This design comes from an exercise in tuning for small area and a short achievable clock period on the open sky130 flow, not from production work. In this exercise RTL edits were held to simulation tests only and were not proved equivalent to the original.

## tdma_mac_dp
module tdma_mac_dp (
    input  wire        clk,
    input  wire        rst,             
    input  wire        cap_valid,       
    input  wire [15:0] cap_value,
    input  wire        upd_valid,       
    input  wire        active_pll,      
    input  wire        period_wr,       
    input  wire [15:0] period_wr_value,
    input  wire [1:0]  ring_idx,        
    output wire [15:0] ring_word,
    output reg  [15:0] period,
    output wire [15:0] last_beacon_time,
    output wire [2:0]  ring_count,
    output reg  [1:0]  ring_cursor,
    input  wire        slot_wr,         
    input  wire [1:0]  slot_wr_idx,
    input  wire [7:0]  slot_wr_data,
    input  wire [7:0]  num_clients,
    input  wire [15:0] short_addr,
    input  wire [7:0]  local_in,
    input  wire        build_beacon,    
    input  wire        build_response,  
    input  wire        upload,          
    input  wire [4:0]  stage_idx,       
    output reg  [7:0]  stage_byte,
    output wire [7:0]  tx_len,
    output wire [7:0]  seq_no
);
For scale: about 1,200 cells after synthesis, roughly 180 flip-flops.
Settings: LEC_CHECK=0, ABC_AREA=1, CAP_MARGIN=20, CORE_MARGIN=2, CORE_UTILIZATION=30, CTS_BUF_LIST=sky130_fd_sc_hd__clkbuf_8 sky130_fd_sc_hd__clkbuf_16, SLEW_MARGIN=20; clock period 20.0 ns.
standard.sh (not shown) runs the stock make flow with config.mk's settings and CLKGATE_MAP_FILE= SYNTH_SCRIPT=/design/flow/synth_recipe.tcl, a recipe that flattens the netlist after the stock synthesis.
==> flow/flow/run.sh <==
#!/bin/bash
# Standard ORFS layout (standard.sh) with small port buffers and a tighter
# setup-repair target; make's full output goes to make_finish.log.
set -euo pipefail
bash standard.sh SETUP_SLACK_MARGIN=10 "BUFFER_PORTS_ARGS=-buffer_cell sky130_fd_sc_hd__buf_1" finish > make_finish.log 2>&1
Change:
==> flow/flow/run.sh (replaced) <==
#!/bin/bash
# Standard ORFS layout (standard.sh) with small port buffers and a tighter
# setup-repair target; make's full output goes to make_finish.log.
set -euo pipefail
bash standard.sh SETUP_SLACK_MARGIN=10.3 "BUFFER_PORTS_ARGS=-buffer_cell sky130_fd_sc_hd__buf_1" finish > make_finish.log 2>&1
- CORE_UTILIZATION: 30 -> 35
- CTS_BUF_LIST: sky130_fd_sc_hd__clkbuf_8 sky130_fd_sc_hd__clkbuf_16 -> sky130_fd_sc_hd__clkbuf_4 sky130_fd_sc_hd__clkbuf_8
- CTS_CLUSTER_SIZE: unset -> 10
- PLACE_DENSITY: unset -> 0.8
Register-to-register slack gains 20 ps; first-iteration DRC count falls slightly; sequential cell count does not change; die area fell by roughly a tenth; critical path depth fell by 6; via count came out higher slightly; routed wire length fell by a few percent; area after synthesis does not change; setup slack is better by 140 ps.
Change:
==> flow/flow/run.sh (replaced) <==
#!/bin/bash
# Standard ORFS layout (standard.sh) with small port buffers and a tighter
# setup-repair target; make's full output goes to make_finish.log.
set -euo pipefail
bash standard.sh SETUP_SLACK_MARGIN=10 "BUFFER_PORTS_ARGS=-buffer_cell sky130_fd_sc_hd__buf_1" finish > make_finish.log 2>&1
- GPL_ROUTABILITY_DRIVEN: unset -> 0
=> The new run completed without violations. Final area decreases by 1.2%. Non-clock buffer count decreases by 4. Maximum frequency decreases by 2.3%. Wire length hardly moves. Worst setup slack loses 220 ps. Synthesized cell count stays the same. Critical path depth increases by 2. Clock-buffer cell count is unchanged. Cell count stays flat.
Change:
- GPL_ROUTABILITY_DRIVEN: 0 -> unset
The new run finished clean.
Global-route usage falls by 0.25 points.
Core utilization barely changes.
Register-to-register slack got worse by 30 ps.
Count of clock-buffer cells in the layout does not change.
Synthesized cell count stays the same.
Clock skew falls by 11 ps.
Setup slack improved by 100 ps.
Cell area stays flat.
First-iteration DRC count falls by about 26%.

========
The RTL this note starts from:
==> flow/design.v <==
module tdma_mac_dp (
    input  wire        clk,
    input  wire        rst,             
    input  wire        cap_valid,       
    input  wire [15:0] cap_value,
    input  wire        upd_valid,       
    input  wire        active_pll,      
    input  wire        period_wr,       
    input  wire [15:0] period_wr_value,
    input  wire [1:0]  ring_idx,        
    output wire [15:0] ring_word,
    output reg  [15:0] period,
    output wire [15:0] last_beacon_time,
    output wire [2:0]  ring_count,
    output reg  [1:0]  ring_cursor,
    input  wire        slot_wr,         
    input  wire [1:0]  slot_wr_idx,
    input  wire [7:0]  slot_wr_data,
    input  wire [7:0]  num_clients,
    input  wire [15:0] short_addr,
    input  wire [7:0]  local_in,
    input  wire        build_beacon,    
    input  wire        build_response,  
    input  wire        upload,          
    input  wire [4:0]  stage_idx,       
    output reg  [7:0]  stage_byte,
    output wire [7:0]  tx_len,
    output wire [7:0]  seq_no
);
    reg [15:0] s0, s1, s2, s3;    
    reg        full;              
    assign last_beacon_time = s0;
    assign ring_count       = {full, ring_cursor & {2{~full}}};
    wire [1:0] t0 = ring_cursor - 2'd1, t1 = ring_cursor - 2'd2,
               t2 = ring_cursor - 2'd3, t3 = ring_cursor;
    wire h0 = (ring_idx == t0), h1 = (ring_idx == t1),
         h2 = (ring_idx == t2), h3 = (ring_idx == t3);
    assign ring_word = ({16{h0}} & s0) | ({16{h1}} & s1) |
                       ({16{h2}} & s2) | ({16{h3}} & s3);
    always @(posedge clk) begin
        if (cap_valid) begin
            s1 <= s0;
            s2 <= s1;
            s3 <= s2;
        end
    end
    always @(posedge clk) begin
        if (rst) begin
            s0          <= 16'd0;
            ring_cursor <= 2'd0;
            full        <= 1'b0;
        end else if (cap_valid) begin
            s0          <= cap_value;
            ring_cursor <= ring_cursor + 2'd1;
            if (ring_cursor == 2'd3)
                full <= 1'b1;
        end
    end
    function [31:0] bk;
        input [31:0] a;
        input [31:0] b;
        input        ci;
        reg   [31:0] g, p, x;
        integer s, i;
        begin
            x = a ^ b;
            g = a & b;
            p = x;
            g[0] = g[0] | (p[0] & ci);
            for (s = 1; s < 32; s = s * 2)
                for (i = 2 * s - 1; i < 32; i = i + 2 * s) begin
                    g[i] = g[i] | (p[i] & g[i - s]);
                    p[i] = p[i] & p[i - s];
                end
            for (s = 8; s >= 1; s = s / 2)
                for (i = 3 * s - 1; i < 32; i = i + 2 * s) begin
                    g[i] = g[i] | (p[i] & g[i - s]);
                    p[i] = p[i] & p[i - s];
                end
            bk = x ^ {g[30:0], ci};
        end
    endfunction
    function [15:0] div5;
        input [18:0] w;
        reg   [2:0]  r;
        reg          b;
        integer i;
        begin
            r = w[18:16];
            for (i = 15; i >= 0; i = i - 1) begin
                b = w[i];
                div5[i] = r[2] | (r[1] & (r[0] | b));
                r = {(r[1] & ~r[0] & ~b) | (r[2] & b),
                     (~r[1] & r[0]) | (r[1] & r[0] & b) | (r[2] & ~b),
                     (~r[1] & ~r[2] & b) | (r[1] & r[0] & ~b) | (r[2] & ~b)};
            end
        end
    endfunction
    function [63:0] csa;
        input [31:0] a;
        input [31:0] b;
        input [31:0] c;
        begin
            csa[31:0]  = a ^ b ^ c;
            csa[63:32] = {(a[30:0] & b[30:0]) | (a[30:0] & c[30:0]) | (b[30:0] & c[30:0]), 1'b0};
        end
    endfunction
    wire [31:0] d32  = bk({16'd0, s0}, {16'd0, ~s1}, 1'b1);
    wire [15:0] d    = d32[15:0];
    wire [63:0] c1   = csa({16'd0, period}, {15'd0, period, 1'b0}, {12'd0, period, 4'd0});
    wire [63:0] c2   = csa(c1[31:0], c1[63:32], {16'd0, d});
    wire [31:0] x    = bk(c2[31:0], c2[63:32], 1'b0);
    wire [15:0] ema_period = div5(x[20:2]);
    wire [15:0] pll_period = {2'b00, d[15:2]};
    always @(posedge clk) begin
        if (rst)
            period <= 16'd0;
        else if (period_wr)
            period <= period_wr_value;
        else if (upd_valid && (full || ring_cursor[1]))
            period <= active_pll ? pll_period : ema_period;
    end
    reg [7:0]  slot0, slot1, slot2;
    reg [7:0]  st_s0, st_s1, st_s2;    
    reg [15:0] st_sa;                  
    reg [15:0] st_per;                 
    reg [7:0]  st_z;                   
    reg        len_nz;                 
    reg        len_b;                  
    reg  [7:0] seq_last;               
    assign seq_no = seq_last + 8'd1;
    wire [7:0] st_seq = seq_last;
    assign tx_len = {3'b000, len_nz, len_b, 2'b00, len_b};
    always @(posedge clk) begin
        if (rst) begin
            slot0 <= 8'd0;
            slot1 <= 8'd0;
            slot2 <= 8'd0;
        end else if (slot_wr) begin
            if (slot_wr_idx == 2'd0) slot0 <= slot_wr_data;
            if (slot_wr_idx == 2'd1) slot1 <= slot_wr_data;
            if (slot_wr_idx == 2'd2) slot2 <= slot_wr_data;
        end
    end
    always @(posedge clk) begin
        if (build_beacon) begin
            st_s0  <= slot0;
            st_s1  <= slot1;
            st_s2  <= slot2;
            st_per <= period;
        end
        if (build_beacon || build_response) begin
            st_sa <= short_addr;
            st_z  <= build_beacon ? num_clients : local_in;
        end
    end
    always @(posedge clk) begin
        if (rst) begin
            len_nz <= 1'b0;
            len_b  <= 1'b0;
            seq_last <= 8'hFF;
        end else if (build_beacon || build_response) begin
            len_nz <= 1'b1;
            len_b  <= build_beacon;
            seq_last <= seq_no;
        end else if (upload) begin
            len_nz <= 1'b0;
            len_b  <= 1'b0;
        end
    end
    wire [31:0] sel = 32'd1 << stage_idx;
    wire       bcn = len_b;
    wire       rsp = ~len_b;
    wire       s_sa_lo  = (sel[5] & bcn) | (sel[7] & rsp);
    wire       s_sa_hi  = (sel[6] & bcn) | (sel[8] & rsp);
    wire       s_z      = (sel[9] & bcn) | (sel[10] & rsp);
    always @(*) begin
        stage_byte = ({8{sel[0] & rsp}}  & 8'h41) |
                     ({8{sel[1]}}        & (bcn ? 8'h80 : 8'h88)) |
                     ({8{sel[2]}}        & st_seq) |
                     ({8{sel[3]}}        & 8'hEF) |
                     ({8{sel[4]}}        & 8'hBE) |
                     ({8{sel[5] & rsp}}  & 8'h01) |
                     ({8{sel[9] & rsp}}  & 8'h04) |
                     ({8{s_sa_lo}}       & st_sa[7:0]) |
                     ({8{s_sa_hi}}       & st_sa[15:8]) |
                     ({8{sel[7] & bcn}}  & st_per[7:0]) |
                     ({8{sel[8] & bcn}}  & st_per[15:8]) |
                     ({8{s_z}}           & st_z) |
                     ({8{sel[11] & bcn}} & st_s0) |
                     ({8{sel[15] & bcn}} & st_s1) |
                     ({8{sel[19]}}       & st_s2);
    end
endmodule
==> flow/config.mk <==
export PLATFORM = sky130hd
export DESIGN_NAME = tdma_mac_dp
export DESIGN_NICKNAME = tdma_mac_dp
export VERILOG_FILES = /design/flow/design.v
export SDC_FILE = /design/flow/constraint.sdc
export NUM_CORES = 4
export LEC_CHECK = 0
export ABC_AREA = 1
export CAP_MARGIN = 20
export CORE_MARGIN = 2
export CORE_UTILIZATION = 35
export CTS_BUF_LIST = sky130_fd_sc_hd__clkbuf_4 sky130_fd_sc_hd__clkbuf_8
export CTS_CLUSTER_SIZE = 10
export SLEW_MARGIN = 20
==> flow/constraint.sdc <==
create_clock -name core_clock -period 20.0 [get_ports {clk}]
set_input_delay 4.0000 -clock core_clock [delete_from_list [all_inputs] [get_ports {clk}]]
set_output_delay 4.0000 -clock core_clock [all_outputs]
set_load 0.01 [all_outputs]
==> flow/flow/run.sh <==
#!/bin/bash
# Standard ORFS layout (standard.sh) with small port buffers and a tighter
# setup-repair target; make's full output goes to make_finish.log.
set -euo pipefail
bash standard.sh SETUP_SLACK_MARGIN=10 "BUFFER_PORTS_ARGS=-buffer_cell sky130_fd_sc_hd__buf_1" finish > make_finish.log 2>&1
The first run passed the timing, design-rule and antenna checks.
Rerun with:
==> flow/flow/run.sh (replaced) <==
#!/bin/bash
# Standard ORFS layout (standard.sh) with small port buffers and a tighter
# setup-repair target; make's full output goes to make_finish.log.
set -euo pipefail
bash standard.sh SETUP_SLACK_MARGIN=9.5 "BUFFER_PORTS_ARGS=-buffer_cell sky130_fd_sc_hd__buf_1" finish > make_finish.log 2>&1
After rerunning:
- fmax is lower by 2.9%
- worst setup slack loses 0.29 ns
- utilization is lower by 0.43 points
- clock skew stays flat
- synthesized cell count does not change
- via count is lower by 0.68%
- cell area is lower by 1.0%
- wire length is lower by 0.57%
- hold slack barely changes
- sequential share of layout area is higher by 0.41 points

port drivers added, routing unchanged:
How much do the figures lean on ideal ports? The routed layouts below were timed once more, with nothing changed but the port constraints.
Step 1: set_driving_cell puts a clkbuf_16 on clk and a buf_2 on each other input, an assumption about the parent block.
Step 2 adds t to the input delays and takes it off the output delays; t is the mean of the earliest and latest rising clock arrival at the registers after step 1. Input paths then give back, and output paths get back, about the clock's delay inside the block.
Slacks: ideal / step 1 / step 2; pairs: ideal / step 1.
run	t, ns	slack for setup (ns)	worst register clock-pin slew, ns
the first run of note 1	0.480	10.219 / 10.193 / 10.193	0.08 / 0.08
the second run of note 1	0.532	10.358 / 10.337 / 10.337	0.10 / 0.10
the third run of note 1	0.544	10.136 / 10.114 / 10.114	0.12 / 0.12
the fourth run of note 1	0.530	10.239 / 10.214 / 10.214	0.10 / 0.10
the first run of note 2	0.519	10.294 / 10.269 / 10.269	0.12 / 0.12
the second run of note 2	0.516	10.003 / 9.981 / 9.981	0.12 / 0.12
After both steps setup and hold are still met in every run listed. The setup slack of the first run of note 1, which loses most, moves by -0.026 ns with the drivers and by -0.026 ns with both steps.
